This is an optimization exercise on Yosys and OpenROAD, whose aim is small area, a short achievable clock period and few clock cycles per item, not a production implementation.
Function was checked by simulation only, so behaviour that the tests miss may differ from the original.

## flow/config.mk

```make
export PLATFORM = sky130hd
export DESIGN_NAME = wsc_px3
export DESIGN_NICKNAME = wsc_px3
export VERILOG_FILES = /design/flow/design.v
export SDC_FILE = /design/flow/constraint.sdc
export NUM_CORES = 4
export LEC_CHECK = 0
export CAP_MARGIN = 20
export CORE_MARGIN = 2
export CORE_UTILIZATION = 40
export SLEW_MARGIN = 20
export SYNTH_HIERARCHICAL = 1
```

## flow/constraint.sdc

```tcl
create_clock -name core_clock -period 28.0 [get_ports {clk}]
set_input_delay 5.6000 -clock core_clock [delete_from_list [all_inputs] [get_ports {clk}]]
set_output_delay 5.6000 -clock core_clock [all_outputs]
set_load 0.01 [all_outputs]
```

## flow/design.v

```verilog
module wsc_fa (input wire a, input wire b, input wire c, output wire s, output wire co);
    assign s  = a ^ b ^ c;
    assign co = (a & b) | (a & c) | (b & c);
endmodule
module wsc_ha (input wire a, input wire b, output wire s, output wire co);
    assign s  = a ^ b;
    assign co = a & b;
endmodule
module wsc_px3_pre (
    input  wire [71:0] v,
    output wire [10:0] xs_X,
    output wire [10:0] xs_Y
);
    wire [7:0] v0 = v[7:0],   v1 = v[15:8],  v2 = v[23:16];
    wire [7:0] v3 = v[31:24], v4 = v[39:32], v5 = v[47:40];
    wire [7:0] v6 = v[55:48], v7 = v[63:56], v8 = v[71:64];
    wire [7:0] Mn = ~v4;
    wire s1 = ~(v0[2] ^ v2[2]);
    wire c2 = v0[2] | v2[2];
    wire s3, c4;
    wsc_fa us3 (.a(v0[3]), .b(v2[3]), .c(v6[3]), .s(s3), .co(c4));
    wire s5, c6;
    wsc_fa us5 (.a(v0[4]), .b(v2[4]), .c(v6[4]), .s(s5), .co(c6));
    wire s7, c8;
    wsc_fa us7 (.a(v0[5]), .b(v2[5]), .c(v6[5]), .s(s7), .co(c8));
    wire s9, c10;
    wsc_fa us9 (.a(v0[6]), .b(v2[6]), .c(v6[6]), .s(s9), .co(c10));
    wire s11, c12;
    wsc_fa us11 (.a(v0[7]), .b(v2[7]), .c(v6[7]), .s(s11), .co(c12));
    wire s13, c14;
    wsc_ha us13 (.a(v0[0]), .b(v2[0]), .s(s13), .co(c14));
    wire s15, c16;
    wsc_fa us15 (.a(v0[1]), .b(v2[1]), .c(v6[1]), .s(s15), .co(c16));
    wire s17, c18;
    wsc_fa us17 (.a(v6[2]), .b(v8[2]), .c(Mn[0]), .s(s17), .co(c18));
    wire s19, c20;
    wsc_fa us19 (.a(v8[3]), .b(Mn[1]), .c(c2), .s(s19), .co(c20));
    wire s21, c22;
    wsc_fa us21 (.a(v8[4]), .b(Mn[2]), .c(c4), .s(s21), .co(c22));
    wire s23, c24;
    wsc_fa us23 (.a(v8[5]), .b(Mn[3]), .c(c6), .s(s23), .co(c24));
    wire s25, c26;
    wsc_fa us25 (.a(v8[6]), .b(Mn[4]), .c(c8), .s(s25), .co(c26));
    wire s27, c28;
    wsc_fa us27 (.a(v8[7]), .b(Mn[5]), .c(c10), .s(s27), .co(c28));
    wire s29, c30;
    wsc_ha us29 (.a(v6[0]), .b(v8[0]), .s(s29), .co(c30));
    wire s31, c32;
    wsc_fa us31 (.a(v8[1]), .b(c14), .c(s15), .s(s31), .co(c32));
    wire s33, c34;
    wsc_fa us33 (.a(s1), .b(c16), .c(s17), .s(s33), .co(c34));
    wire s35, c36;
    wsc_fa us35 (.a(s3), .b(c18), .c(s19), .s(s35), .co(c36));
    wire s37, c38;
    wsc_fa us37 (.a(s5), .b(c20), .c(s21), .s(s37), .co(c38));
    wire s39, c40;
    wsc_fa us39 (.a(s7), .b(c22), .c(s23), .s(s39), .co(c40));
    wire s41, c42;
    wsc_fa us41 (.a(s9), .b(c24), .c(s25), .s(s41), .co(c42));
    wire s43, c44;
    wsc_fa us43 (.a(s11), .b(c26), .c(s27), .s(s43), .co(c44));
    wire s45, c46;
    wsc_fa us45 (.a(Mn[6]), .b(c12), .c(c28), .s(s45), .co(c46));
    assign xs_X = {1'b0, Mn[7], c44, c42, c40, c38, c36, c34, c32, c30, s13} + {1'b0, c46, s45, s43, s41, s39, s37, s35, s33, s31, s29};
    wire s47 = ~(v1[2] ^ v3[2]);
    wire c48 = v1[2] | v3[2];
    wire s49, c50;
    wsc_fa us49 (.a(v1[3]), .b(v3[3]), .c(v5[3]), .s(s49), .co(c50));
    wire s51, c52;
    wsc_fa us51 (.a(v1[4]), .b(v3[4]), .c(v5[4]), .s(s51), .co(c52));
    wire s53, c54;
    wsc_fa us53 (.a(v1[5]), .b(v3[5]), .c(v5[5]), .s(s53), .co(c54));
    wire s55, c56;
    wsc_fa us55 (.a(v1[6]), .b(v3[6]), .c(v5[6]), .s(s55), .co(c56));
    wire s57, c58;
    wsc_fa us57 (.a(v1[7]), .b(v3[7]), .c(v5[7]), .s(s57), .co(c58));
    wire s59, c60;
    wsc_ha us59 (.a(v1[0]), .b(v3[0]), .s(s59), .co(c60));
    wire s61, c62;
    wsc_fa us61 (.a(v1[1]), .b(v3[1]), .c(v5[1]), .s(s61), .co(c62));
    wire s63, c64;
    wsc_fa us63 (.a(v5[2]), .b(v7[2]), .c(Mn[0]), .s(s63), .co(c64));
    wire s65, c66;
    wsc_fa us65 (.a(v7[3]), .b(Mn[1]), .c(c48), .s(s65), .co(c66));
    wire s67, c68;
    wsc_fa us67 (.a(v7[4]), .b(Mn[2]), .c(c50), .s(s67), .co(c68));
    wire s69, c70;
    wsc_fa us69 (.a(v7[5]), .b(Mn[3]), .c(c52), .s(s69), .co(c70));
    wire s71, c72;
    wsc_fa us71 (.a(v7[6]), .b(Mn[4]), .c(c54), .s(s71), .co(c72));
    wire s73, c74;
    wsc_fa us73 (.a(v7[7]), .b(Mn[5]), .c(c56), .s(s73), .co(c74));
    wire s75, c76;
    wsc_ha us75 (.a(v5[0]), .b(v7[0]), .s(s75), .co(c76));
    wire s77, c78;
    wsc_fa us77 (.a(v7[1]), .b(c60), .c(s61), .s(s77), .co(c78));
    wire s79, c80;
    wsc_fa us79 (.a(s47), .b(c62), .c(s63), .s(s79), .co(c80));
    wire s81, c82;
    wsc_fa us81 (.a(s49), .b(c64), .c(s65), .s(s81), .co(c82));
    wire s83, c84;
    wsc_fa us83 (.a(s51), .b(c66), .c(s67), .s(s83), .co(c84));
    wire s85, c86;
    wsc_fa us85 (.a(s53), .b(c68), .c(s69), .s(s85), .co(c86));
    wire s87, c88;
    wsc_fa us87 (.a(s55), .b(c70), .c(s71), .s(s87), .co(c88));
    wire s89, c90;
    wsc_fa us89 (.a(s57), .b(c72), .c(s73), .s(s89), .co(c90));
    wire s91, c92;
    wsc_fa us91 (.a(Mn[6]), .b(c58), .c(c74), .s(s91), .co(c92));
    assign xs_Y = {1'b0, Mn[7], c90, c88, c86, c84, c82, c80, c78, c76, s59} + {1'b0, c92, s91, s89, s87, s85, s83, s81, s79, s77, s75};
endmodule
module wsc_px3_post (
    input  wire        op,
    input  wire        opn,          
    input  wire [10:0] xs_X,
    input  wire [10:0] xs_Y,
    input  wire [7:0]  M,
    output wire [7:0]  res
);
    function lo_ok_f;
        input [7:0] q;
        input [9:0] Al;
        begin
            casez (q)
                8'b1???????: lo_ok_f = 1'b1;
                8'b01??????: lo_ok_f = &Al[9:9];
                8'b001?????: lo_ok_f = &Al[9:8];
                8'b0001????: lo_ok_f = &Al[9:7];
                8'b00001???: lo_ok_f = &Al[9:6];
                8'b000001??: lo_ok_f = &Al[9:5];
                8'b0000001?: lo_ok_f = &Al[9:4];
                8'b00000001: lo_ok_f = &Al[9:3];
                default:     lo_ok_f = &Al[9:3] & (Al[2] | (Al[1] & Al[0]));
            endcase
        end
    endfunction
    wire n93 = xs_X[0];
    wire n94 = xs_X[1];
    wire n95 = xs_X[2];
    wire n96 = xs_X[3];
    wire n97 = xs_X[4];
    wire n98 = xs_X[5];
    wire n99 = xs_X[6];
    wire n100 = xs_X[7];
    wire n101 = xs_X[8];
    wire n102 = xs_X[9];
    wire n103 = xs_X[10];
    wire n104 = ~xs_Y[0];
    wire n105 = ~xs_Y[1];
    wire n106 = ~xs_Y[2];
    wire n107 = ~xs_Y[3];
    wire n108 = ~xs_Y[4];
    wire n109 = ~xs_Y[5];
    wire n110 = ~xs_Y[6];
    wire n111 = ~xs_Y[7];
    wire n112 = ~xs_Y[8];
    wire n113 = ~xs_Y[9];
    wire n114 = ~xs_Y[10];
    wire n115 = xs_Y[0];
    wire n116 = xs_Y[1];
    wire n117 = xs_Y[2];
    wire n118 = xs_Y[3];
    wire n119 = xs_Y[4];
    wire n120 = xs_Y[5];
    wire n121 = xs_Y[6];
    wire n122 = xs_Y[7];
    wire n123 = xs_Y[8];
    wire n124 = xs_Y[9];
    wire n125 = xs_Y[10];
    wire n126 = op & xs_X[0];
    wire n127 = op & xs_X[1];
    wire n128 = op & xs_X[2];
    wire n129 = op & xs_X[3];
    wire n130 = op & xs_X[4];
    wire n131 = op & xs_X[5];
    wire n132 = op ? xs_X[6] : ~xs_X[0];
    wire n133 = opn ? ~xs_X[1] : xs_X[7];
    wire n134 = op ? xs_X[8] : ~xs_X[2];
    wire n135 = opn ? ~xs_X[3] : xs_X[9];
    wire n136 = op ? xs_X[10] : ~xs_X[4];
    wire n137 = opn & ~xs_X[5];
    wire n138 = opn & ~xs_X[6];
    wire n139 = opn & ~xs_X[7];
    wire n140 = opn & ~xs_X[8];
    wire n141 = opn & ~xs_X[9];
    wire n142 = opn & ~xs_X[10];
    wire n143 = op & xs_X[0];
    wire n144 = opn ? xs_X[0] : xs_X[1];
    wire n145 = op ? xs_X[2] : xs_X[1];
    wire n146 = opn ? xs_X[2] : xs_X[3];
    wire n147 = op ? xs_X[4] : xs_X[3];
    wire n148 = opn ? xs_X[4] : xs_X[5];
    wire n149 = op ? xs_X[6] : xs_X[5];
    wire n150 = opn ? xs_X[6] : xs_X[7];
    wire n151 = op ? xs_X[8] : xs_X[7];
    wire n152 = opn ? xs_X[8] : xs_X[9];
    wire n153 = op ? xs_X[10] : xs_X[9];
    wire n154 = opn & xs_X[10];
    wire n155 = op & xs_X[0];
    wire n156 = op & xs_X[1];
    wire n157 = opn ? xs_Y[0] : xs_X[2];
    wire n158 = op ? xs_X[3] : xs_Y[1];
    wire n159 = opn ? xs_Y[2] : xs_X[4];
    wire n160 = op ? xs_X[5] : xs_Y[3];
    wire n161 = opn ? xs_Y[4] : xs_X[6];
    wire n162 = op ? xs_X[7] : xs_Y[5];
    wire n163 = opn ? xs_Y[6] : xs_X[8];
    wire n164 = op ? xs_X[9] : xs_Y[7];
    wire n165 = opn ? xs_Y[8] : xs_X[10];
    wire n166 = opn & xs_Y[9];
    wire n167 = opn & xs_Y[10];
    wire n168 = op & ~xs_X[0];
    wire n169 = op ? ~xs_X[1] : ~xs_Y[0];
    wire n170 = opn ? ~xs_Y[1] : ~xs_X[2];
    wire n171 = op ? ~xs_X[3] : ~xs_Y[2];
    wire n172 = opn ? ~xs_Y[3] : ~xs_X[4];
    wire n173 = op ? ~xs_X[5] : ~xs_Y[4];
    wire n174 = opn ? ~xs_Y[5] : ~xs_X[6];
    wire n175 = op ? ~xs_X[7] : ~xs_Y[6];
    wire n176 = opn ? ~xs_Y[7] : ~xs_X[8];
    wire n177 = op ? ~xs_X[9] : ~xs_Y[8];
    wire n178 = opn ? ~xs_Y[9] : ~xs_X[10];
    wire n179 = opn & ~xs_Y[10];
    wire n180 = op & ~xs_X[0];
    wire n181 = op & ~xs_X[1];
    wire n182 = op & ~xs_X[2];
    wire n183 = op & ~xs_X[3];
    wire n184 = op ? ~xs_X[4] : ~M[0];
    wire n185 = opn ? ~M[1] : ~xs_X[5];
    wire n186 = op ? ~xs_X[6] : ~M[2];
    wire n187 = opn ? ~M[3] : ~xs_X[7];
    wire n188 = op ? ~xs_X[8] : ~M[4];
    wire n189 = opn ? ~M[5] : ~xs_X[9];
    wire n190 = op ? ~xs_X[10] : ~M[6];
    wire n191 = opn & ~M[7];
    wire n192 = op & xs_X[0];
    wire n193 = op & xs_X[1];
    wire n194 = op & xs_X[2];
    wire n195 = op & xs_X[3];
    wire n196 = op & xs_X[4];
    wire n197 = op & xs_X[5];
    wire n198 = op & xs_X[6];
    wire n199 = op & xs_X[7];
    wire n200 = op & xs_X[8];
    wire n201 = op & xs_X[9];
    wire n202 = op & xs_X[10];
    wire n203 = opn & ~xs_X[0];
    wire n204 = opn & ~xs_X[1];
    wire n205 = opn & ~xs_X[2];
    wire n206 = opn & ~xs_X[3];
    wire n207 = opn & ~xs_X[4];
    wire n208 = opn & ~xs_X[5];
    wire n209 = opn & ~xs_X[6];
    wire n210 = opn & ~xs_X[7];
    wire n211 = opn & ~xs_X[8];
    wire n212 = opn & ~xs_X[9];
    wire n213 = opn & ~xs_X[10];
    wire n214 = op & xs_X[0];
    wire n215 = op & xs_X[1];
    wire n216 = op & xs_X[2];
    wire n217 = op & xs_X[3];
    wire n218 = op & xs_X[4];
    wire n219 = op & xs_X[5];
    wire n220 = op & xs_X[6];
    wire n221 = op & xs_X[7];
    wire n222 = op & xs_X[8];
    wire n223 = op & xs_X[9];
    wire n224 = op & xs_X[10];
    wire n225 = op & ~xs_Y[0];
    wire n226 = op & ~xs_Y[1];
    wire n227 = op & ~xs_Y[2];
    wire n228 = op & ~xs_Y[3];
    wire n229 = op & ~xs_Y[4];
    wire n230 = op & ~xs_Y[5];
    wire n231 = op & ~xs_Y[6];
    wire n232 = op & ~xs_Y[7];
    wire n233 = op & ~xs_Y[8];
    wire n234 = op & ~xs_Y[9];
    wire n235 = op & ~xs_Y[10];
    wire n236 = op & xs_Y[0];
    wire n237 = op & xs_Y[1];
    wire n238 = op & xs_Y[2];
    wire n239 = op & xs_Y[3];
    wire n240 = op & xs_Y[4];
    wire n241 = op & xs_Y[5];
    wire n242 = op & xs_Y[6];
    wire n243 = op & xs_Y[7];
    wire n244 = op & xs_Y[8];
    wire n245 = op & xs_Y[9];
    wire n246 = op & xs_Y[10];
    wire n247 = op & xs_Y[0];
    wire n248 = op & xs_Y[1];
    wire n249 = op & xs_Y[2];
    wire n250 = op & xs_Y[3];
    wire n251 = op & xs_Y[4];
    wire n252 = op & xs_Y[5];
    wire n253 = op & xs_Y[6];
    wire n254 = op & xs_Y[7];
    wire n255 = op & xs_Y[8];
    wire n256 = op & xs_Y[9];
    wire n257 = op & xs_Y[10];
    wire s258, c259;
    wsc_ha us258 (.a(n127), .b(n199), .s(s258), .co(c259));
    wire s260, c261;
    wsc_ha us260 (.a(n128), .b(n180), .s(s260), .co(c261));
    wire s262, c263;
    wsc_ha us262 (.a(n129), .b(n181), .s(s262), .co(c263));
    wire s264, c265;
    wsc_fa us264 (.a(n130), .b(n182), .c(n202), .s(s264), .co(c265));
    wire s266, c267;
    wsc_ha us266 (.a(n131), .b(n183), .s(s266), .co(c267));
    wire s268 = ~(n104 ^ n132);
    wire c269 = n104 | n132;
    wire s270, c271;
    wsc_fa us270 (.a(n105), .b(n133), .c(n155), .s(s270), .co(c271));
    wire s272, c273;
    wsc_ha us272 (.a(n106), .b(n134), .s(s272), .co(c273));
    wire s274, c275;
    wsc_ha us274 (.a(n93), .b(n107), .s(s274), .co(c275));
    wire s276, c277;
    wsc_fa us276 (.a(n96), .b(n110), .c(n138), .s(s276), .co(c277));
    wire s278 = ~(n97 ^ n111);
    wire c279 = n97 | n111;
    wire s280, c281;
    wsc_ha us280 (.a(n139), .b(n161), .s(s280), .co(c281));
    wire s282, c283;
    wsc_fa us282 (.a(n98), .b(n112), .c(n140), .s(s282), .co(c283));
    wire s284, c285;
    wsc_fa us284 (.a(n143), .b(n162), .c(n171), .s(s284), .co(c285));
    wire s286, c287;
    wsc_fa us286 (.a(n99), .b(n113), .c(n115), .s(s286), .co(c287));
    wire s288, c289;
    wsc_fa us288 (.a(n141), .b(n144), .c(n163), .s(s288), .co(c289));
    wire s290, c291;
    wsc_ha us290 (.a(n172), .b(n206), .s(s290), .co(c291));
    wire s292, c293;
    wsc_fa us292 (.a(n100), .b(n114), .c(n116), .s(s292), .co(c293));
    wire s294, c295;
    wsc_fa us294 (.a(n142), .b(n145), .c(n164), .s(s294), .co(c295));
    wire s296, c297;
    wsc_ha us296 (.a(n173), .b(n207), .s(s296), .co(c297));
    wire s298 = ~(n101 ^ n117);
    wire c299 = n101 | n117;
    wire s300, c301;
    wsc_fa us300 (.a(n146), .b(n165), .c(n174), .s(s300), .co(c301));
    wire s302 = ~(n102 ^ n118);
    wire c303 = n102 | n118;
    wire s304, c305;
    wsc_fa us304 (.a(n147), .b(n166), .c(n175), .s(s304), .co(c305));
    wire s306, c307;
    wsc_fa us306 (.a(n103), .b(n119), .c(n148), .s(s306), .co(c307));
    wire s308, c309;
    wsc_fa us308 (.a(n167), .b(n176), .c(n210), .s(s308), .co(c309));
    wire s310, c311;
    wsc_fa us310 (.a(n120), .b(n149), .c(n177), .s(s310), .co(c311));
    wire s312, c313;
    wsc_ha us312 (.a(n121), .b(n150), .s(s312), .co(c313));
    wire n314 = ~n122;
    wire s315, c316;
    wsc_ha us315 (.a(n195), .b(n214), .s(s315), .co(c316));
    wire s317, c318;
    wsc_ha us317 (.a(n196), .b(n215), .s(s317), .co(c318));
    wire s319, c320;
    wsc_fa us319 (.a(n197), .b(n216), .c(n233), .s(s319), .co(c320));
    wire s321, c322;
    wsc_fa us321 (.a(n126), .b(n198), .c(n217), .s(s321), .co(c322));
    wire s323, c324;
    wsc_ha us323 (.a(n234), .b(n240), .s(s323), .co(c324));
    wire s325, c326;
    wsc_fa us325 (.a(n218), .b(n235), .c(n241), .s(s325), .co(c326));
    wire s327, c328;
    wsc_fa us327 (.a(n249), .b(op), .c(s258), .s(s327), .co(c328));
    wire s329, c330;
    wsc_fa us329 (.a(n200), .b(n219), .c(n242), .s(s329), .co(c330));
    wire s331, c332;
    wsc_fa us331 (.a(n250), .b(c259), .c(s260), .s(s331), .co(c332));
    wire s333, c334;
    wsc_fa us333 (.a(n201), .b(n220), .c(n243), .s(s333), .co(c334));
    wire s335, c336;
    wsc_fa us335 (.a(n251), .b(c261), .c(s262), .s(s335), .co(c336));
    wire s337, c338;
    wsc_fa us337 (.a(n221), .b(n244), .c(n252), .s(s337), .co(c338));
    wire s339, c340;
    wsc_fa us339 (.a(op), .b(c263), .c(s264), .s(s339), .co(c340));
    wire s341, c342;
    wsc_fa us341 (.a(n222), .b(n245), .c(n253), .s(s341), .co(c342));
    wire s343, c344;
    wsc_fa us343 (.a(op), .b(c265), .c(s266), .s(s343), .co(c344));
    wire s345, c346;
    wsc_fa us345 (.a(n184), .b(n223), .c(n246), .s(s345), .co(c346));
    wire s347, c348;
    wsc_fa us347 (.a(n254), .b(c267), .c(s268), .s(s347), .co(c348));
    wire s349, c350;
    wsc_fa us349 (.a(n185), .b(n224), .c(n255), .s(s349), .co(c350));
    wire s351, c352;
    wsc_fa us351 (.a(opn), .b(c269), .c(s270), .s(s351), .co(c352));
    wire s353, c354;
    wsc_fa us353 (.a(n156), .b(n186), .c(n256), .s(s353), .co(c354));
    wire s355, c356;
    wsc_fa us355 (.a(op), .b(c271), .c(s272), .s(s355), .co(c356));
    wire s357, c358;
    wsc_fa us357 (.a(n135), .b(n157), .c(n187), .s(s357), .co(c358));
    wire s359, c360;
    wsc_fa us359 (.a(n257), .b(c273), .c(s274), .s(s359), .co(c360));
    wire s361, c362;
    wsc_fa us361 (.a(n94), .b(n108), .c(n136), .s(s361), .co(c362));
    wire s363, c364;
    wsc_fa us363 (.a(n158), .b(n188), .c(c275), .s(s363), .co(c364));
    wire s365, c366;
    wsc_fa us365 (.a(n95), .b(n109), .c(n137), .s(s365), .co(c366));
    wire s367, c368;
    wsc_fa us367 (.a(n159), .b(n168), .c(n189), .s(s367), .co(c368));
    wire s369, c370;
    wsc_fa us369 (.a(n160), .b(n169), .c(n190), .s(s369), .co(c370));
    wire s371, c372;
    wsc_fa us371 (.a(n203), .b(op), .c(s276), .s(s371), .co(c372));
    wire s373, c374;
    wsc_fa us373 (.a(n170), .b(n191), .c(n204), .s(s373), .co(c374));
    wire s375, c376;
    wsc_fa us375 (.a(c277), .b(s278), .c(s280), .s(s375), .co(c376));
    wire s377, c378;
    wsc_fa us377 (.a(n205), .b(op), .c(c279), .s(s377), .co(c378));
    wire s379, c380;
    wsc_fa us379 (.a(c281), .b(s282), .c(s284), .s(s379), .co(c380));
    wire s381, c382;
    wsc_fa us381 (.a(op), .b(c283), .c(c285), .s(s381), .co(c382));
    wire s383, c384;
    wsc_fa us383 (.a(s286), .b(s288), .c(s290), .s(s383), .co(c384));
    wire s385, c386;
    wsc_fa us385 (.a(c287), .b(c289), .c(c291), .s(s385), .co(c386));
    wire s387, c388;
    wsc_fa us387 (.a(s292), .b(s294), .c(s296), .s(s387), .co(c388));
    wire s389, c390;
    wsc_fa us389 (.a(n208), .b(c293), .c(c295), .s(s389), .co(c390));
    wire s391, c392;
    wsc_fa us391 (.a(c297), .b(s298), .c(s300), .s(s391), .co(c392));
    wire s393, c394;
    wsc_fa us393 (.a(n209), .b(M[0]), .c(c299), .s(s393), .co(c394));
    wire s395, c396;
    wsc_fa us395 (.a(c301), .b(s302), .c(s304), .s(s395), .co(c396));
    wire s397, c398;
    wsc_fa us397 (.a(M[1]), .b(opn), .c(c303), .s(s397), .co(c398));
    wire s399, c400;
    wsc_fa us399 (.a(c305), .b(s306), .c(s308), .s(s399), .co(c400));
    wire s401, c402;
    wsc_fa us401 (.a(n211), .b(M[2]), .c(op), .s(s401), .co(c402));
    wire s403, c404;
    wsc_fa us403 (.a(c307), .b(c309), .c(s310), .s(s403), .co(c404));
    wire s405, c406;
    wsc_fa us405 (.a(n178), .b(n212), .c(M[3]), .s(s405), .co(c406));
    wire s407, c408;
    wsc_fa us407 (.a(opn), .b(c311), .c(s312), .s(s407), .co(c408));
    wire s409, c410;
    wsc_fa us409 (.a(n151), .b(n179), .c(n213), .s(s409), .co(c410));
    wire s411, c412;
    wsc_fa us411 (.a(M[4]), .b(c313), .c(n314), .s(s411), .co(c412));
    wire s413, c414;
    wsc_fa us413 (.a(n123), .b(n152), .c(M[5]), .s(s413), .co(c414));
    wire s415, c416;
    wsc_ha us415 (.a(op), .b(n122), .s(s415), .co(c416));
    wire s417, c418;
    wsc_fa us417 (.a(n124), .b(n153), .c(M[6]), .s(s417), .co(c418));
    wire s419, c420;
    wsc_ha us419 (.a(n125), .b(n154), .s(s419), .co(c420));
    wire s421, c422;
    wsc_ha us421 (.a(n231), .b(n237), .s(s421), .co(c422));
    wire s423, c424;
    wsc_fa us423 (.a(n232), .b(n238), .c(c316), .s(s423), .co(c424));
    wire s425, c426;
    wsc_fa us425 (.a(n239), .b(n247), .c(c318), .s(s425), .co(c426));
    wire s427, c428;
    wsc_fa us427 (.a(n248), .b(c320), .c(s321), .s(s427), .co(c428));
    wire s429, c430;
    wsc_fa us429 (.a(c322), .b(c324), .c(s325), .s(s429), .co(c430));
    wire s431, c432;
    wsc_fa us431 (.a(c326), .b(c328), .c(s329), .s(s431), .co(c432));
    wire s433, c434;
    wsc_fa us433 (.a(c330), .b(c332), .c(s333), .s(s433), .co(c434));
    wire s435, c436;
    wsc_fa us435 (.a(c334), .b(c336), .c(s337), .s(s435), .co(c436));
    wire s437, c438;
    wsc_fa us437 (.a(c338), .b(c340), .c(s341), .s(s437), .co(c438));
    wire s439, c440;
    wsc_fa us439 (.a(c342), .b(c344), .c(s345), .s(s439), .co(c440));
    wire s441, c442;
    wsc_fa us441 (.a(c346), .b(c348), .c(s349), .s(s441), .co(c442));
    wire s443, c444;
    wsc_fa us443 (.a(c350), .b(c352), .c(s353), .s(s443), .co(c444));
    wire s445, c446;
    wsc_fa us445 (.a(c354), .b(c356), .c(s357), .s(s445), .co(c446));
    wire s447, c448;
    wsc_fa us447 (.a(c358), .b(c360), .c(s361), .s(s447), .co(c448));
    wire s449, c450;
    wsc_fa us449 (.a(c362), .b(c364), .c(s365), .s(s449), .co(c450));
    wire s451, c452;
    wsc_fa us451 (.a(c366), .b(c368), .c(s369), .s(s451), .co(c452));
    wire s453, c454;
    wsc_fa us453 (.a(c370), .b(c372), .c(s373), .s(s453), .co(c454));
    wire s455, c456;
    wsc_fa us455 (.a(c374), .b(c376), .c(s377), .s(s455), .co(c456));
    wire s457, c458;
    wsc_fa us457 (.a(c378), .b(c380), .c(s381), .s(s457), .co(c458));
    wire s459, c460;
    wsc_fa us459 (.a(c382), .b(c384), .c(s385), .s(s459), .co(c460));
    wire s461, c462;
    wsc_fa us461 (.a(c386), .b(c388), .c(s389), .s(s461), .co(c462));
    wire s463, c464;
    wsc_fa us463 (.a(c390), .b(c392), .c(s393), .s(s463), .co(c464));
    wire s465, c466;
    wsc_fa us465 (.a(c394), .b(c396), .c(s397), .s(s465), .co(c466));
    wire s467, c468;
    wsc_fa us467 (.a(c398), .b(c400), .c(s401), .s(s467), .co(c468));
    wire s469, c470;
    wsc_fa us469 (.a(c402), .b(c404), .c(s405), .s(s469), .co(c470));
    wire s471, c472;
    wsc_fa us471 (.a(c406), .b(c408), .c(s409), .s(s471), .co(c472));
    wire s473, c474;
    wsc_fa us473 (.a(c410), .b(c412), .c(s413), .s(s473), .co(c474));
    wire s475, c476;
    wsc_fa us475 (.a(opn), .b(c414), .c(c416), .s(s475), .co(c476));
    wire s477, c478;
    wsc_fa us477 (.a(M[7]), .b(opn), .c(c418), .s(s477), .co(c478));
    wire s479, c480;
    wsc_ha us479 (.a(n194), .b(n230), .s(s479), .co(c480));
    wire s481, c482;
    wsc_fa us481 (.a(op), .b(s315), .c(s421), .s(s481), .co(c482));
    wire s483, c484;
    wsc_fa us483 (.a(s317), .b(c422), .c(s423), .s(s483), .co(c484));
    wire s485, c486;
    wsc_fa us485 (.a(s319), .b(c424), .c(s425), .s(s485), .co(c486));
    wire s487, c488;
    wsc_fa us487 (.a(s323), .b(c426), .c(s427), .s(s487), .co(c488));
    wire s489, c490;
    wsc_fa us489 (.a(s327), .b(c428), .c(s429), .s(s489), .co(c490));
    wire s491, c492;
    wsc_fa us491 (.a(s331), .b(c430), .c(s431), .s(s491), .co(c492));
    wire s493, c494;
    wsc_fa us493 (.a(s335), .b(c432), .c(s433), .s(s493), .co(c494));
    wire s495, c496;
    wsc_fa us495 (.a(s339), .b(c434), .c(s435), .s(s495), .co(c496));
    wire s497, c498;
    wsc_fa us497 (.a(s343), .b(c436), .c(s437), .s(s497), .co(c498));
    wire s499, c500;
    wsc_fa us499 (.a(s347), .b(c438), .c(s439), .s(s499), .co(c500));
    wire s501, c502;
    wsc_fa us501 (.a(s351), .b(c440), .c(s441), .s(s501), .co(c502));
    wire s503, c504;
    wsc_fa us503 (.a(s355), .b(c442), .c(s443), .s(s503), .co(c504));
    wire s505, c506;
    wsc_fa us505 (.a(s359), .b(c444), .c(s445), .s(s505), .co(c506));
    wire s507, c508;
    wsc_fa us507 (.a(s363), .b(c446), .c(s447), .s(s507), .co(c508));
    wire s509, c510;
    wsc_fa us509 (.a(s367), .b(c448), .c(s449), .s(s509), .co(c510));
    wire s511, c512;
    wsc_fa us511 (.a(s371), .b(c450), .c(s451), .s(s511), .co(c512));
    wire s513, c514;
    wsc_fa us513 (.a(s375), .b(c452), .c(s453), .s(s513), .co(c514));
    wire s515, c516;
    wsc_fa us515 (.a(s379), .b(c454), .c(s455), .s(s515), .co(c516));
    wire s517, c518;
    wsc_fa us517 (.a(s383), .b(c456), .c(s457), .s(s517), .co(c518));
    wire s519, c520;
    wsc_fa us519 (.a(s387), .b(c458), .c(s459), .s(s519), .co(c520));
    wire s521, c522;
    wsc_fa us521 (.a(s391), .b(c460), .c(s461), .s(s521), .co(c522));
    wire s523, c524;
    wsc_fa us523 (.a(s395), .b(c462), .c(s463), .s(s523), .co(c524));
    wire s525, c526;
    wsc_fa us525 (.a(s399), .b(c464), .c(s465), .s(s525), .co(c526));
    wire s527, c528;
    wsc_fa us527 (.a(s403), .b(c466), .c(s467), .s(s527), .co(c528));
    wire s529, c530;
    wsc_fa us529 (.a(s407), .b(c468), .c(s469), .s(s529), .co(c530));
    wire s531, c532;
    wsc_fa us531 (.a(s411), .b(c470), .c(s471), .s(s531), .co(c532));
    wire s533, c534;
    wsc_fa us533 (.a(s415), .b(c472), .c(s473), .s(s533), .co(c534));
    wire s535, c536;
    wsc_fa us535 (.a(s417), .b(c474), .c(s475), .s(s535), .co(c536));
    wire s537, c538;
    wsc_fa us537 (.a(s419), .b(c476), .c(s477), .s(s537), .co(c538));
    wire s539, c540;
    wsc_ha us539 (.a(n236), .b(s479), .s(s539), .co(c540));
    wire s541, c542;
    wsc_ha us541 (.a(c480), .b(s481), .s(s541), .co(c542));
    wire s543, c544;
    wsc_ha us543 (.a(c482), .b(s483), .s(s543), .co(c544));
    wire s545, c546;
    wsc_ha us545 (.a(c484), .b(s485), .s(s545), .co(c546));
    wire s547, c548;
    wsc_ha us547 (.a(c486), .b(s487), .s(s547), .co(c548));
    wire s549, c550;
    wsc_ha us549 (.a(c488), .b(s489), .s(s549), .co(c550));
    wire s551, c552;
    wsc_ha us551 (.a(c490), .b(s491), .s(s551), .co(c552));
    wire s553, c554;
    wsc_ha us553 (.a(c492), .b(s493), .s(s553), .co(c554));
    wire s555, c556;
    wsc_ha us555 (.a(c494), .b(s495), .s(s555), .co(c556));
    wire s557, c558;
    wsc_ha us557 (.a(c496), .b(s497), .s(s557), .co(c558));
    wire s559, c560;
    wsc_ha us559 (.a(c498), .b(s499), .s(s559), .co(c560));
    wire s561, c562;
    wsc_ha us561 (.a(c500), .b(s501), .s(s561), .co(c562));
    wire s563, c564;
    wsc_ha us563 (.a(c502), .b(s503), .s(s563), .co(c564));
    wire s565, c566;
    wsc_ha us565 (.a(c504), .b(s505), .s(s565), .co(c566));
    wire s567, c568;
    wsc_ha us567 (.a(c506), .b(s507), .s(s567), .co(c568));
    wire s569, c570;
    wsc_ha us569 (.a(c508), .b(s509), .s(s569), .co(c570));
    wire s571, c572;
    wsc_ha us571 (.a(c510), .b(s511), .s(s571), .co(c572));
    wire s573, c574;
    wsc_ha us573 (.a(c512), .b(s513), .s(s573), .co(c574));
    wire s575, c576;
    wsc_ha us575 (.a(c514), .b(s515), .s(s575), .co(c576));
    wire s577, c578;
    wsc_ha us577 (.a(c516), .b(s517), .s(s577), .co(c578));
    wire s579, c580;
    wsc_ha us579 (.a(c518), .b(s519), .s(s579), .co(c580));
    wire s581, c582;
    wsc_ha us581 (.a(c520), .b(s521), .s(s581), .co(c582));
    wire s583, c584;
    wsc_ha us583 (.a(c522), .b(s523), .s(s583), .co(c584));
    wire s585, c586;
    wsc_ha us585 (.a(c524), .b(s525), .s(s585), .co(c586));
    wire s587, c588;
    wsc_ha us587 (.a(c526), .b(s527), .s(s587), .co(c588));
    wire s589, c590;
    wsc_ha us589 (.a(c528), .b(s529), .s(s589), .co(c590));
    wire s591, c592;
    wsc_ha us591 (.a(c530), .b(s531), .s(s591), .co(c592));
    wire s593, c594;
    wsc_ha us593 (.a(c532), .b(s533), .s(s593), .co(c594));
    wire s595, c596;
    wsc_ha us595 (.a(c534), .b(s535), .s(s595), .co(c596));
    wire s597, c598;
    wsc_ha us597 (.a(c536), .b(s537), .s(s597), .co(c598));
    wire G599 = c548 | (s547 & c546);
    wire P600 = s547 & s545;
    wire G601 = G599 | (P600 & c544);
    wire P602 = P600 & s543;
    wire G603 = c542 | (s541 & c540);
    wire P604 = s541 & s539;
    wire G605 = G601 | (P602 & G603);
    wire P606 = P602 & P604;
    wire k607 = G605;
    wire a608 = s539 ^ 1'b0;
    wire a609 = s541 ^ c540;
    wire G610 = c542 | (s541 & c540);
    wire P611 = s541 & s539;
    wire a612 = s543 ^ G610;
    wire G613 = c544 | (s543 & c542);
    wire P614 = s543 & s541;
    wire G615 = G613 | (P614 & c540);
    wire P616 = P614 & s539;
    wire a617 = s545 ^ G615;
    wire G618 = c546 | (s545 & c544);
    wire P619 = s545 & s543;
    wire G620 = c542 | (s541 & c540);
    wire P621 = s541 & s539;
    wire G622 = G618 | (P619 & G620);
    wire P623 = P619 & P621;
    wire a624 = s547 ^ G622;
    wire [9:0] Al = {a624, a617, a612, a609, a608, 1'b0, 1'b0, 1'b0, 1'b0, 1'b0};
    wire G625 = c582 | (s581 & c580);
    wire P626 = s581 & s579;
    wire G627 = G625 | (P626 & c578);
    wire P628 = P626 & s577;
    wire G629 = c576 | (s575 & c574);
    wire P630 = s575 & s573;
    wire G631 = G627 | (P628 & G629);
    wire P632 = P628 & P630;
    wire G633 = c572 | (s571 & c570);
    wire P634 = s571 & s569;
    wire G635 = c568 | (s567 & c566);
    wire P636 = s567 & s565;
    wire G637 = G633 | (P634 & G635);
    wire P638 = P634 & P636;
    wire G639 = G631 | (P632 & G637);
    wire P640 = P632 & P638;
    wire G641 = c564 | (s563 & c562);
    wire P642 = s563 & s561;
    wire G643 = c560 | (s559 & c558);
    wire P644 = s559 & s557;
    wire G645 = G641 | (P642 & G643);
    wire P646 = P642 & P644;
    wire G647 = c556 | (s555 & c554);
    wire P648 = s555 & s553;
    wire G649 = c552 | (s551 & c550);
    wire P650 = s551 & s549;
    wire G651 = G647 | (P648 & G649);
    wire P652 = P648 & P650;
    wire G653 = G645 | (P646 & G651);
    wire P654 = P646 & P652;
    wire G655 = G639 | (P640 & G653);
    wire P656 = P640 & P654;
    wire k657 = G655 | (P656 & k607);
    wire h658 = s549 ^ k607;
    wire h659 = s551 ^ c550;
    wire h660 = s553 ^ c552;
    wire h661 = s555 ^ c554;
    wire h662 = s557 ^ c556;
    wire h663 = s559 ^ c558;
    wire h664 = s561 ^ c560;
    wire h665 = s563 ^ c562;
    wire h666 = s565 ^ c564;
    wire h667 = s567 ^ c566;
    wire h668 = s569 ^ c568;
    wire h669 = s571 ^ c570;
    wire h670 = s573 ^ c572;
    wire h671 = s575 ^ c574;
    wire h672 = s577 ^ c576;
    wire h673 = s579 ^ c578;
    wire h674 = s581 ^ c580;
    wire hi_ones = &{h674, h673, h672, h671, h670, h669, h668, h667, h666, h665, h664, h663, h662, h661, h660, h659, h658};
    wire c27 = k657;
    wire [7:0]  q0 = {c536, c534, c532, c530, c528, c526, c524, c522} + {s537, s535, s533, s531, s529, s527, s525, s523};
    wire [7:0]  q1 = q0 + 8'd1;
    wire [7:0]  q2 = q0 + 8'd2;
    wire lo_ok = c27 ? lo_ok_f(q1, Al) : lo_ok_f(q0, Al);
    wire flag = op & hi_ones & lo_ok;
    assign res = c27 ? (flag ? q2 : q1) : (flag ? q1 : q0);
endmodule
module wsc_px3 (
    input  wire         clk,
    input  wire         rst,
    input  wire         in_valid,
    output wire         in_ready,
    input  wire         in_op,        
    input  wire [287:0] in_win,
    output reg          out_valid,
    input  wire         out_ready,
    output reg  [31:0]  out_pix
);
    wire [43:0] xsx_w, xsy_w;
    genvar c;
    generate
        for (c = 0; c < 4; c = c + 1) begin : pre
            wsc_px3_pre u (
                .v   ({in_win[256+8*c +: 8], in_win[224+8*c +: 8], in_win[192+8*c +: 8],
                       in_win[160+8*c +: 8], in_win[128+8*c +: 8], in_win[96+8*c +: 8],
                       in_win[64+8*c +: 8],  in_win[32+8*c +: 8],  in_win[8*c +: 8]}),
                .xs_X(xsx_w[11*c +: 11]),
                .xs_Y(xsy_w[11*c +: 11])
            );
        end
    endgenerate
    reg         s1_valid;
    reg         s1_op;
    reg         s1_opn;       
    reg  [43:0] s1_xsx, s1_xsy;
    reg  [31:0] s1_m;
    reg         k0_valid, k1_valid;
    reg  [31:0] k0_pix, k1_pix;
    assign in_ready = !k1_valid && !(k0_valid && s1_valid);
    wire accept = in_valid && in_ready;
    always @(posedge clk) begin
        if (rst)
            s1_valid <= 1'b0;
        else
            s1_valid <= accept;
    end
    always @(posedge clk) begin
        s1_op  <= in_op;
        s1_opn <= ~in_op;
        s1_xsx <= xsx_w;
        s1_xsy <= xsy_w;
        s1_m   <= in_win[159:128];              
    end
    wire [31:0] res;
    generate
        for (c = 0; c < 4; c = c + 1) begin : post
            wsc_px3_post u (
                .op  (s1_op),
                .opn (s1_opn),
                .xs_X(s1_xsx[11*c +: 11]),
                .xs_Y(s1_xsy[11*c +: 11]),
                .M   (s1_m[8*c +: 8]),
                .res (res[8*c +: 8])
            );
        end
    endgenerate
    wire head_free = !out_valid || out_ready;
    always @(posedge clk) begin
        if (rst) begin
            out_valid <= 1'b0;
            k0_valid  <= 1'b0;
            k1_valid  <= 1'b0;
        end else if (head_free) begin
            out_valid <= k0_valid || s1_valid;
            k0_valid  <= k1_valid || (k0_valid && s1_valid);
            k1_valid  <= k1_valid && s1_valid;
        end else begin
            k0_valid  <= k0_valid || s1_valid;
            k1_valid  <= k1_valid || (k0_valid && s1_valid);
        end
    end
    always @(posedge clk) begin
        if (head_free)
            out_pix <= k0_valid ? k0_pix : res;
        if (head_free || !k0_valid)
            k0_pix <= (head_free && k1_valid) ? k1_pix : res;
        if (head_free || !k1_valid)
            k1_pix <= res;
    end
endmodule
```

## flow/flow/run.sh

```bash
#!/bin/bash
set -e
export BUFFER_PORTS_ARGS="-buffer_cell sky130_fd_sc_hd__buf_1"
bash standard.sh > standard.log 2>&1
```

## flow/standard.sh

```bash
#!/bin/bash
# synth_recipe.tcl (not shown) runs the flow's synth.tcl, then flattens the netlist and writes it again
# the make line also repeats each setting of config.mk as NAME=value (left out here)
make -C /OpenROAD-flow-scripts/flow DESIGN_CONFIG=/design/flow/config.mk WORK_HOME=/design/flow/orfs CLKGATE_MAP_FILE= SYNTH_SCRIPT=/design/flow/synth_recipe.tcl "${@:-finish}"
```

==> results of run 1 <==
per-layer routing:
metal  routed length [um]  share of wire  track usage
met1                36940           0.44       0.2745
met4                 1626          0.020      0.03977
met2                38900           0.47       0.3193
met5                    0              0            0
met3                 5883          0.071      0.03946
worst paths after layout:
kind	endpoint
min reg2reg	out_pix[31]
max reg2reg	out_pix[30]
min	out_pix[31]
max	out_pix[30]
cell usage after synthesis, types with 9 or more instances:
cell type and number:
o211ai_1 16, o21ai_1 20, fa_1 648, a21boi_0 12
nand4_1 36, inv_1 214, mux2_4 30, nor2b_1 16
nand3_1 52, buf_1 12, and2_1 52, a211oi_1 33
mux2_2 58, nor2_1 239, clkbuf_1 24, a21oi_2 16
o21a_1 12, a21oi_1 129, a21o_1 69, dfxtp_1 126
buf_2 11, o21ai_0 64, nand2_1 98, or3_1 16
xor2_1 80, mux2i_1 28, and3_1 32, a211oi_2 12
edfxtp_1 96, nor3b_1 9, ha_1 348, nor3_1 44
xnor2_1 68, o2111ai_1 16
Yosys stat by module (local to each module, per instance):
module	cell area, um2	flops+latches	cells
wsc_ha	12.51	0	1
wsc_px3_pre	920.9	0	123
wsc_px3_post	2078	0	322
wsc_px3	6414	222	308
wsc_fa	20.02	0	1
metrics by stage:
stage	setup slack [ps]	cells
after floorplan	19800	2896
final	19690	4304
after global placement	19540	4251
after global routing	19190	4304
after detailed placement	19530	4251
after CTS	19740	4304
worst max-delay path, stage by stage, from the launching register on:
cell	delay (ps)
dfxtp_4	780
buf_4	590
inv_1	480
nor2_1	640
a21o_1	160
fa_1	430
fa_1	420
fa_1	440
fa_1	470
ha_1	240
fa_1	420
xnor2_1	440
inv_2	110
ha_1	230
nand2_1	140
a211o_1	130
o221ai_1	110
a221oi_1	400
a2bb2oi_1	260
a41oi_1	190
or3_1	420
a21oi_2	140
xor2_1	110
mux2_2	280
cells by family (layout without fill, tap and decap cells):
kind of cell | count (synthesis) | after routing
muxes | 116 | 116
xor gates and xnor gates | 148 | 148
buffers and inverters | 274 | 612
AOI/OAI and AO/OA | 488 | 488
adders and majority gates | 996 | 996
DFF | 222 | 222
and+or+nand+nor | 652 | 652
sequential cells by signal, summed over array words and instances, names as in the netlist:
register   count
out_valid      1
s1_opn         1
k0_valid       1
s1_xsx        44
k0_pix        32
k1_valid       1
s1_xsy        44
k1_pix        32
s1_valid       1
out_pix       32
s1_op          1
s1_m          32
layout make-up:
cell class,count,area (um2),area share
Clock inverter,12,97.59,0.002662
Inverter,223,839.6,0.02290
Timing Repair Buffer,336,1299,0.03542
Multi-Input combinational cell,2400,26790,0.7307
Clock buffer,41,885.9,0.02416
Tap cell,1070,1339,0.03651
Sequential cell,222,5414,0.1477
==> impl_metrics.csv, run 1 <==
group,metric,value,unit
cells_and_area,final_nets,4501,
critical_path,setup.worst_path.start,"s1_op",
route,drc,0,
cells_and_area,fin_area,36670,um2
synthesis,postSynthCellCount,2896,
min_path,min_path_type,"flip-flop to flip-flop",
place,port_buffers,326,
timing,drv_slew,0,
synthesis,synthFlopType,"dfxtp_1",
route,drt_wl_total,83.35,mm
critical_path,r2r_start,"s1_op",
critical_path,r2r_setup_slack,19690,ps
clocking,cts_num_sinks,222,
status,status,"timing/DRC/antenna clean",
timing,finalClockSkew,20.79,ps
critical_path,critPathKind,"flip-flop to flip-flop",
floorplan,die_w,292.5,um
clocking,cts_hold_buf,0,
timing,fmax,120.3,MHz
floorplan,start_util,0.4048,
global_route,grt_pass1_wl,133.3,mm
route,drt_pre_antenna_iters,8,
global_route,antenna_found_initial,1,
cells_and_area,n_antenna_cell,0,
clocking,cts-buffers-inserted,29,
route,via_per_inst,5.368,
critical_path,critPathMaxFanout,43,
floorplan,fp-row-count,105,
route,vias,23100,
critical_path,cp-start-kind,"flip-flop",
clocking,cts_tree,"done",
critical_path,worstPathArrival,8640,ps
timing,fin_crit_sh,0.2968,
place,placedInstanceArea,35680,um2
clocking,clkSlewWorstSetupHoldPaths,60,ps
timing,whs,538.9,ps
critical_path,end_kind,"flip-flop",
cells_and_area,fill_cells,7773,
synthesis,yosys-top-cells-area,"fa_1, ha_1, edfxtp_1",
global_route,grt_pass1_vias,24600,
cells_and_area,fin_util,0.4458,
synthesis,synth_edf_count,96,
cells_and_area,layout_common_cells,"fa_1, ha_1, buf_1",
timing,min_period,8309,ps
clocking,worstSkewPairLatency,590,ps
route,wl_per_cell,19.37,um
place,place_congestion,0.9313,
synthesis,yosys.area_share.simple,0.09744,
route,final_antenna_net_count,0,
cells_and_area,final_common_cell,"fa_1",
synthesis,synth-xor-area-share,0.03893,
synthesis,yosysTopAreaCell,"fa_1",
synthesis,synth_warnings,8,
synthesis,synth-compound-area-share,0.1064,
synthesis,syn-num-nets,4185,
timing,hold_viol,0,
synthesis,yosys.cell_types.count,71,
timing,worst_pin_slew,935.4,ps
synthesis,synth-seq-area-share,0.1623,
synthesis,async_flop_share,0,
floorplan,core-area,82240,um2
min_path,min_path_cells,1,
synthesis,synthAdderAreaFrac,0.5204,
global_route,grt_max_degree,44,
critical_path,crit_required,28330,ps
clocking,postCtsSetupRepairBufs,0,
floorplan,fp.dieH,292.5,um
synthesis,synth_top_family_by_area,"adder cells",
timing,rsz0062_at_grt,"no",
cells_and_area,final_layout_size_suffix_gt1_frac,0.06865,
place,post-dp-hpwl,71.01,mm
route,drt_iter0_markers,1394,
synthesis,ys_ff_latch,222,
synthesis,synth.area.mux_share,0.04156,
global_route,grtUsageTotal,0.1969,
timing,fin_tns_setup,0,ps
clocking,clk_path_buf_depth,3,
clocking,cts_resized,0,
floorplan,die_area,85560,um2
floorplan,io_pins,327,
synthesis,syn_area_per_cell,11.50,um2
synthesis,synth_top_area_frac,0.3896,
global_route,grt_overflow_total,0,
timing,slew_headroom,0.3764,
timing,setup_viol_count_final,0,
clocking,htreeDepth,1,
job,cap_violations,0,
cells_and_area,syn2layout_area_growth,10.13,%
min_path,hold_start,"k0_pix[31]",
synthesis,netlist_area,33290,um2
clocking,cts_root_buffer,"clkbuf_16",
critical_path,r2r_cells,23,
Testbench counts, summed over its fixed seeds: cycles 12,016, items 12,000.
==> run 2: changes to the inputs <==
==> flow/flow/run.sh (replaced) <==
#!/bin/bash
set -e
export BUFFER_PORTS_ARGS="-buffer_cell sky130_fd_sc_hd__buf_1"
export SETUP_SLACK_MARGIN=20.5
bash standard.sh > standard.log 2>&1
==> impl_metrics.csv, run 2 <==
group,metric,value,unit
status,status,"timing/DRC/antenna clean",
place,port_buffers,326,
critical_path,cp_common_cell,"fa_1",
timing,fin_tns_setup,0,ps
clocking,cts_tree,"done",
cells_and_area,syn2layout_area_growth,15.32,%
floorplan,die_w,292.5,um
global_route,grt_max_degree,41,
synthesis,synth_top_area_frac,0.3896,
clocking,clk_path_buf_depth,3,
synthesis,yosys.cell_types.count,71,
job,cap_violations,0,
synthesis,synth_edf_count,96,
floorplan,fp.dieH,292.5,um
synthesis,postSynthCellCount,2896,
route,wl_per_cell,19.63,um
clocking,worstSkewPairLatency,600,ps
timing,min_period,7654,ps
global_route,grt_pass1_wl,136.0,mm
floorplan,die_area,85560,um2
critical_path,worstPathArrival,8110,ps
critical_path,crit_required,28460,ps
floorplan,core-area,82240,um2
clocking,clkSlewWorstSetupHoldPaths,60,ps
timing,worst_pin_slew,681.5,ps
timing,fmax,130.6,MHz
synthesis,async_flop_share,0,
critical_path,critical_path.max_stage_delay,510,ps
route,drt_iter0_markers,1201,
synthesis,synthTopCellsByCount,"fa_1, ha_1, nor2_1",
synthesis,synth-seq-area-share,0.1623,
clocking,htreeDepth,1,
critical_path,critPathKind,"primary input to flip-flop",
timing,finalClockSkew,36.42,ps
min_path,min_path_type,"flip-flop to flip-flop",
timing,hold_viol,0,
cells_and_area,final_nets,4528,
critical_path,critPathSlowestCell,"fa_1",
cells_and_area,layout_common_cells,"fa_1, buf_1, ha_1",
timing,rsz0062_at_grt,"yes",
place,post-dp-hpwl,71.59,mm
critical_path,path_cells,"buf_6 > fa_2 > fa_1 > fa_1 > ha_4 > nand3_4 > nor2_4 > a2111oi_4 > o21ai_1 > a21o_1",
clocking,cts-buffers-inserted,28,
global_route,grt_pass1_vias,25240,
clocking,cts_hold_buf,0,
clocking,cts_root_buffer,"clkbuf_16",
synthesis,syn-num-nets,4185,
cells_and_area,fin_cells,4330,
global_route,antenna_found_initial,1,
critical_path,critPathMaxFanout,6,
route,drt_pre_antenna_iters,5,
floorplan,io_pins,327,
critical_path,end_kind,"flip-flop",
synthesis,netlist_area,33290,um2
floorplan,start_util,0.4048,
place,dp.cells,4253,
synthesis,synth_most_common_cell,"fa_1",
cells_and_area,n_antenna_cell,0,
global_route,grt_overflow_total,0,
synthesis,ys_ff_latch,222,
route,vias,23350,
route,drt_wl_total,85.01,mm
route,final_antenna_net_count,0,
clocking,cts_num_sinks,222,
cells_and_area,final_layout_size_suffix_gt1_frac,0.1420,
synthesis,yosysTopAreaCell,"fa_1",
place,place_congestion,0.9264,
critical_path,cp-start-kind,"primary input",
synthesis,synth_warnings,8,
timing,slew_headroom,0.5399,
route,drc,0,
timing,fin_crit_sh,0.2734,
floorplan,fp-row-count,105,
synthesis,synthFlopType,"dfxtp_1",
cells_and_area,reg_top3,"s1_xsx x44, s1_xsy x44",
timing,setup_viol_count_final,0,
synthesis,syn_area_per_cell,11.50,um2
timing,drv_slew,0,
global_route,grtUsageTotal,0.2010,
synthesis,yosys-top-cells-area,"fa_1, ha_1, edfxtp_1",
route,via_per_inst,5.392,
cells_and_area,final_common_cell,"fa_1",
critical_path,r2r_setup_slack,20850,ps
-- run 2: final cells by class --
| cell class | instances | area [um2] |
|---|---|---|
| clock inverter | 14 | 155.1 |
| inverter | 223 | 934.6 |
| fill | 7552 | 43850 |
| tap | 1070 | 1339 |
| timing repair buffer | 364 | 1628 |
| clock buffer | 37 | 802.0 |
| multi-input combinational | 2400 | 28120 |
| sequential | 222 | 5413 |
-- run 2: through the flow --
stage	hold WS (ps)	cell area [um2]	utilization	worst slack, ps
floorplan	506.8	34100	-	19900
detailed placement	532.6	36500	0.4438	19680
global route	541.5	38390	0.4668	20300
CTS	547.9	37880	0.4606	20420
finish	518.2	38390	0.4668	20350
global placement	523.7	36500	0.4438	19700
-- run 2: critical path, delay by kind of cell --
| kind | cells | cell delay, ps |
|---|---|---|
| fa+ha+maj | 4 | 1610 |
| simple gates | 2 | 130 |
| buf+inv | 1 | 90 |
| compound gates | 3 | 660 |
-- run 2: worst paths after layout --
kind	start	endpoint	cells after the start
hold reg to reg	k1_pix[25]	k0_pix[25]	1
setup / recovery	in_win[11]	s1_xsx[21]	10
setup reg to reg	s1_opn	out_pix[30]	21
hold / removal	k1_pix[25]	k0_pix[25]	1
-- run 2: timing repair --
item,4_1_cts,5_1_grt
buffers inserted,13,13
setup endpoints to repair,74,100
gates resized for setup,58,89
pin swaps,40,38
-- run 2: kinds of logic (layout without fill, tap and decap cells) --
logic type               count (synthesis)  count (layout)  share of synthesized area
adder cells (fa/ha/maj)                996             996                     0.5204
XOR/XNOR                               148             148                    0.03893
multiplexers                           116             116                    0.04156
flip-flops                             222             222                     0.1623
AO/OA/AOI/OAI                          488             488                     0.1064
AND/OR/NAND/NOR                        652             652                    0.09744
buffers and inverters                  274             638                    0.03296
-- run 2: routing by layer --
layer / wire [um] / vias to the layer above / GRT usage
met2: 40520 / 710 / 0.3341
met3: 5309 / 107 / 0.03809
met1: 37040 / 11750 / 0.2711
met5: 0 / - / 0
li1: - / 10780 / -
met4: 2141 / 0 / 0.04903
-- run 2: Yosys stat by module (local to each module, per instance) --
module / cells inside / flops+latches / times used / area, um2
wsc_ha: 1 / 0 / 172 / 12.51
wsc_px3: 308 / 222 / 1 / 6414
wsc_px3_pre: 123 / 0 / 4 / 920.9
wsc_px3_post: 322 / 0 / 4 / 2078
wsc_fa: 1 / 0 / 636 / 20.02
==> run 3: changes to the inputs <==
==> flow/flow/run.sh (replaced) <==
#!/bin/bash
set -e
export BUFFER_PORTS_ARGS="-buffer_cell sky130_fd_sc_hd__buf_1"
export SETUP_SLACK_MARGIN=20.35
bash standard.sh > standard.log 2>&1
==> impl_metrics.csv, run 3 <==
group,metric,value,unit
route,wl_per_cell,19.60,um
global_route,antenna_found_initial,1,
synthesis,synth_warnings,8,
cells_and_area,reg_top3,"s1_xsx x44, s1_xsy x44",
job,cap_violations,0,
route,final_antenna_net_count,0,
route,drt_pre_antenna_iters,7,
timing,min_period,7625,ps
global_route,grt_pass1_wl,136.5,mm
clocking,clk_path_buf_depth,3,
cells_and_area,final_layout_size_suffix_gt1_frac,0.1153,
synthesis,synth_most_common_cell,"fa_1",
cells_and_area,multi_input_area,27630,um2
critical_path,critPathKind,"primary input to flip-flop",
cells_and_area,seq_area,5416,um2
critical_path,r2r_start,"s1_op",
timing,fmax,131.2,MHz
synthesis,syn-num-nets,4185,
clocking,cts_root_buffer,"clkbuf_16",
route,drt_wl_total,84.71,mm
place,place_congestion,0.9272,
synthesis,postSynthCellCount,2896,
synthesis,yosys-top-cells-area,"fa_1, ha_1, edfxtp_1",
min_path,min_path_type,"flip-flop to flip-flop",
synthesis,netlist_area,33290,um2
floorplan,start_util,0.4048,
global_route,grt_max_degree,42,
synthesis,synthTopCellsByCount,"fa_1, ha_1, nor2_1",
synthesis,synth_top_area_frac,0.3896,
timing,hold_viol,0,
critical_path,critPathMaxFanout,6,
cells_and_area,syn2layout_area_growth,13.46,%
clocking,cts_num_sinks,222,
synthesis,synth_edf_count,96,
clocking,cts-buffers-inserted,31,
timing,worst_pin_slew,744.9,ps
floorplan,core-area,82240,um2
global_route,grt_pass1_vias,25220,
synthesis,ys_ff_latch,222,
cells_and_area,final_common_cell,"fa_1",
timing,drv_slew,0,
synthesis,syn_area_per_cell,11.50,um2
critical_path,end_kind,"flip-flop",
cells_and_area,n_antenna_cell,0,
cells_and_area,fill_cells,7723,
place,post-dp-hpwl,71.36,mm
synthesis,async_flop_share,0,
floorplan,fp.dieH,292.5,um
route,drc,0,
timing,fin_tns_setup,0,ps
global_route,grt_overflow_total,0,
timing,fin_crit_sh,0.2723,
synthesis,synthFlopType,"dfxtp_1",
synthesis,yosysTopAreaCell,"fa_1",
clocking,cts_tree,"done",
route,via_per_inst,5.355,
clocking,clkSlewWorstSetupHoldPaths,60,ps
route,vias,23140,
timing,rsz0062_at_grt,"yes",
global_route,grtUsageTotal,0.2011,
place,port_buffers,326,
floorplan,fp-row-count,105,
timing,slew_headroom,0.5015,
critical_path,crit_required,28490,ps
critical_path,cp-start-kind,"primary input",
cells_and_area,layout_common_cells,"fa_1, buf_1, ha_1",
critical_path,setup.worst_path.start,"in_win[27]",
route,drt_iter0_markers,1213,
timing,setup_viol_count_final,0,
clocking,htreeDepth,1,
timing,finalClockSkew,25.71,ps
cells_and_area,fin_util,0.4593,
status,status,"timing/DRC/antenna clean",
clocking,worstSkewPairLatency,610,ps
critical_path,worstPathArrival,8110,ps
synthesis,synth-seq-area-share,0.1623,
floorplan,io_pins,327,
floorplan,die_area,85560,um2
min_path,hold_start,"k1_pix[28]",
synthesis,yosys.cell_types.count,71,
floorplan,die_w,292.5,um
cells_and_area,final_nets,4516,
-- run 3: cell counts after synthesis --
Identical to the previous run, type by type.
-- run 3: worst max-delay path, stage by stage --
cell       delay (ps)
buf_1              90
fa_2              400
fa_1              450
fa_1              540
ha_4              230
nand3_2            80
nor2_2             50
a2111oi_4         380
o21ai_1           110
a21o_1            180
-- run 3: metrics by stage --
stage,instance area [um2],hold WS [ps],cells,setup WS [ps]
2_1_floorplan,34030,506.8,2896,19900
5_1_grt,37780,540.2,4322,20290
6_report,37780,525.7,4322,20380
3_5_place_dp,36420,531.4,4251,19660
4_1_cts,37500,524.6,4310,20360
3_3_place_gp,36420,524.6,4251,19700
-- run 3: final cells by class --
type / count / area share
clock buffers: 37 / 0.02196
clock inverters: 21 / 0.005995
inverters: 223 / 0.02335
multi-input cells: 2400 / 0.7314
flip-flops and latches: 222 / 0.1434
well taps: 1070 / 0.03544
repair buffers: 349 / 0.03845
-- run 3: logic make-up (layout without fill, tap and decap cells) --
group / count (synthesis) / after routing / synth area share
muxes: 116 / 116 / 0.04156
AOI/OAI and AO/OA: 488 / 488 / 0.1064
DFF: 222 / 222 / 0.1623
buffers and inverters: 274 / 630 / 0.03296
xor gates and xnor gates: 148 / 148 / 0.03893
and+or+nand+nor: 652 / 652 / 0.09744
adders and majority gates: 996 / 996 / 0.5204
-- run 3: final timing paths --
path	to	slack [ps]	cells past startpoint
max	s1_xsx[43]	20380	10
min	k0_pix[28]	530	1
max reg2reg	out_pix[6]	20720	22
min reg2reg	k0_pix[28]	530	1
-- run 3: timing repair --
action,in CTS,in global routing
setup buffers,1,12
resized for setup,4,33
setup endpoints to repair,44,96
pin swaps,1,20
hold buffers,0,0
-- run 3: routing by layer --
layer | vias to the layer above | GRT usage | part of all wire | wire length (um)
met5 | - | 0 | 0 | 0
met4 | 0 | 0.04240 | 0.022 | 1898
met3 | 101 | 0.03430 | 0.061 | 5184
met2 | 717 | 0.3333 | 0.48 | 40570
met1 | 11560 | 0.2772 | 0.44 | 37050
li1 | 10770 | - | - | -
-- run 3: modules after synthesis (local to each module, per instance) --
| module | flops+latches | cell area (um2) |
|---|---|---|
| wsc_fa | 0 | 20.02 |
| wsc_ha | 0 | 12.51 |
| wsc_px3 | 222 | 6414 |
| wsc_px3_post | 0 | 2078 |
| wsc_px3_pre | 0 | 920.9 |
==> run 4: changes to the inputs <==
--- a/flow/config.mk
+++ b/flow/config.mk
@@ -8,5 +8,6 @@
 export CAP_MARGIN = 20
 export CORE_MARGIN = 2
 export CORE_UTILIZATION = 40
+export CTS_BUF_LIST = sky130_fd_sc_hd__clkbuf_4 sky130_fd_sc_hd__clkbuf_8
 export SLEW_MARGIN = 20
 export SYNTH_HIERARCHICAL = 1
==> impl_metrics.csv, run 4 <==
group,metric,value,unit
clocking,cts_num_sinks,222,
critical_path,end_kind,"flip-flop",
synthesis,synth.area.mux_share,0.04156,
floorplan,io_pins,327,
floorplan,fp.dieH,292.5,um
critical_path,worstPathArrival,8170,ps
timing,setup_viol_count_final,0,
route,drt_iter0_markers,1305,
global_route,grt_pass1_wl,136.9,mm
critical_path,path_cells,"buf_1 > fa_2 > fa_1 > fa_1 > ha_4 > and4_1 > a211o_1 > a21oi_2 > xnor2_1",
clocking,clk_path_buf_depth,3,
synthesis,yosysTopAreaCell,"fa_1",
timing,fin_crit_sh,0.2725,
timing,hold_viol,0,
job,cap_violations,0,
cells_and_area,layout_common_cells,"fa_1, buf_1, ha_1",
synthesis,synth_warnings,8,
synthesis,postSynthCellCount,2896,
synthesis,yosys.cell_types.count,71,
synthesis,async_flop_share,0,
global_route,grt_pass1_vias,25310,
place,port_buffers,326,
critical_path,cp-start-kind,"primary input",
cells_and_area,final_common_cell,"fa_1",
critical_path,critPathMaxFanout,4,
route,drt_wl_total,84.88,mm
cells_and_area,fill_cells,7774,
timing,worst_pin_slew,771.4,ps
cells_and_area,final_layout_size_suffix_gt1_frac,0.1185,
floorplan,core-area,82240,um2
synthesis,synth_top_family_by_area,"adder cells",
cells_and_area,reg_top3,"s1_xsx x44, s1_xsy x44",
timing,fin_tns_setup,0,ps
route,drt_pre_antenna_iters,5,
synthesis,synth_edf_count,96,
critical_path,critPathSlowestCell,"fa_1",
floorplan,die_w,292.5,um
route,met3_length,5.349,mm
synthesis,synthAdderAreaFrac,0.5204,
global_route,antenna_found_initial,2,
synthesis,ys_ff_latch,222,
global_route,grt_max_degree,42,
timing,rsz0062_at_grt,"yes",
synthesis,syn-num-nets,4185,
place,post-dp-hpwl,71.36,mm
synthesis,synth_top_area_frac,0.3896,
clocking,clkSlewWorstSetupHoldPaths,60,ps
global_route,grt_overflow_total,0,
cells_and_area,multi_input_area,27570,um2
global_route,grtUsageTotal,0.2027,
clocking,cts_root_buffer,"clkbuf_8",
status,status,"timing/DRC/antenna clean",
clocking,cts_tree,"done",
critical_path,critical_path.max_stage_delay,560,ps
floorplan,die_area,85560,um2
synthesis,synthFlopType,"dfxtp_1",
synthesis,yosys.area_share.simple,0.09744,
timing,min_period,7629,ps
route,final_antenna_net_count,0,
synthesis,netlist_area,33290,um2
synthesis,yosys-top-cells-area,"fa_1, ha_1, edfxtp_1",
route,wl_per_cell,19.57,um
synthesis,synth-seq-area-share,0.1623,
synthesis,synth-compound-area-share,0.1064,
cells_and_area,syn2layout_area_growth,12.71,%
floorplan,start_util,0.4048,
timing,slew_headroom,0.4838,
timing,finalClockSkew,43.40,ps
clocking,cts_hold_buf,0,
route,drc,0,
floorplan,fp-row-count,105,
timing,drv_slew,0,
route,vias,23220,
route,top_layer_used,"met4",
critical_path,r2r_setup_slack,20670,ps
clocking,worstSkewPairLatency,630,ps
cells_and_area,final_nets,4521,
place,place_congestion,0.9272,
synthesis,synth_most_common_cell,"fa_1",
cells_and_area,seq_area,5416,um2
min_path,min_path_type,"flip-flop to flip-flop",
clocking,htreeDepth,2,
synthesis,synthTopCellsByCount,"fa_1, ha_1, nor2_1",
synthesis,syn_area_per_cell,11.50,um2
route,met2_length,40.47,mm
cells_and_area,fin_util,0.4563,
route,via_per_inst,5.353,
timing,fmax,131.1,MHz
critical_path,critPathKind,"primary input to flip-flop",
route,met1Wirelength,37.15,mm
critical_path,crit_required,28540,ps
critical_path,cp_common_cell,"fa_1",
clocking,cts-buffers-inserted,45,
synthesis,synth-xor-area-share,0.03893,
run 4: cells by family (layout without fill, tap and decap cells):
kind of cell / Yosys count / count (layout)
other: 0 / 1
and+or+nand+nor: 652 / 652
buffers and inverters: 274 / 644
AOI/OAI and AO/OA: 488 / 488
adders and majority gates: 996 / 996
muxes: 116 / 116
xor gates and xnor gates: 148 / 148
DFF: 222 / 222
run 4: critical path: cells and delay by family:
| family | cells | cell delay [ps] |
|---|---|---|
| AOI/OAI and AO/OA | 2 | 460 |
| and+or+nand+nor | 1 | 220 |
| adders and majority gates | 4 | 1690 |
| xor gates and xnor gates | 1 | 110 |
| buffers and inverters | 1 | 90 |
run 4: per-module statistics from Yosys, one instance, submodules excluded:
| module | area, um2 | times used |
|---|---|---|
| wsc_px3 | 6414 | 1 |
| wsc_px3_post | 2078 | 4 |
| wsc_px3_pre | 920.9 | 4 |
| wsc_fa | 20.02 | 636 |
| wsc_ha | 12.51 | 172 |
run 4: final timing paths:
| kind | from | to | depth (start not counted) |
|---|---|---|---|
| max | in_win[45] | s1_xsy[20] | 9 |
| min | k1_pix[28] | k0_pix[28] | 1 |
| max reg2reg | s1_op | out_pix[6] | 23 |
| min reg2reg | k1_pix[28] | k0_pix[28] | 1 |
run 4: repair_timing:
item	in CTS	in global routing
gates resized for setup	4	24
endpoints found under the setup margin	43	84
setup buffers	1	3
pin swaps	0	13
run 4: per-stage QoR:
stage	cell area [um2]	std cells	setup slack, ps	hold slack, ps
after floorplan	34030	2896	19900	506.8
after global placement	36420	4251	19700	524.6
after detailed placement	36420	4251	19660	531.4
after CTS	37390	4333	20390	507.5
after global routing	37530	4337	20300	521.0
final	37530	4337	20370	521.4
run 4: metal layers:
layer	global-route usage	vias up
li1	-	10780
met1	0.2775	11610
met2	0.3344	715
met3	0.03650	112
met4	0.04816	0
met5	0	-
run 4: layout make-up:
class                      count  area share
antenna                        1  0.00006668
clock buffer                  63     0.02144
clock inverter                18    0.003601
inverter                     223     0.02354
multi-input combinational   2400      0.7347
sequential                   222      0.1443
tap                         1070     0.03568
timing repair buffer         340     0.03668

==> what the ideal ports hide <==
The results above use ideal ports. As a check the final layouts listed here were re-extracted and re-timed, cells and wires unchanged.
Step 1: set_driving_cell puts a clkbuf_16 on clk and a buf_2 on each other input, an assumption about the parent block.
Step 2 moves the port delays by t, midway between the first and last clock arrival at a register: inputs arrive t later, outputs are due t later. That takes back most of the time a late clock gives input paths.
Slacks: ideal / step 1 / step 2; pairs: ideal / step 1.
run | t, ns | slack for setup (ns) | worst hold slack (ns) | latest minus earliest clock arrival (ns) | worst register clock-pin slew, ns
run 1 | 0.641 | 19.691 / 19.691 / 19.538 | 0.539 / 0.539 / 0.539 | 0.021 / 0.021 | 0.07 / 0.07
run 2 | 0.645 | 20.346 / 20.375 / 19.730 | 0.518 / 0.518 / 0.518 | 0.037 / 0.037 | 0.07 / 0.07
run 3 | 0.660 | 20.375 / 20.415 / 19.755 | 0.526 / 0.526 / 0.526 | 0.030 / 0.030 | 0.07 / 0.07
run 4 | 0.667 | 20.371 / 20.411 / 19.744 | 0.521 / 0.521 / 0.521 | 0.045 / 0.045 | 0.07 / 0.07
After both steps every run listed still meets setup and hold. The setup slack of run 4, which loses most, moves by +0.040 ns with the drivers and by -0.627 ns with both steps.
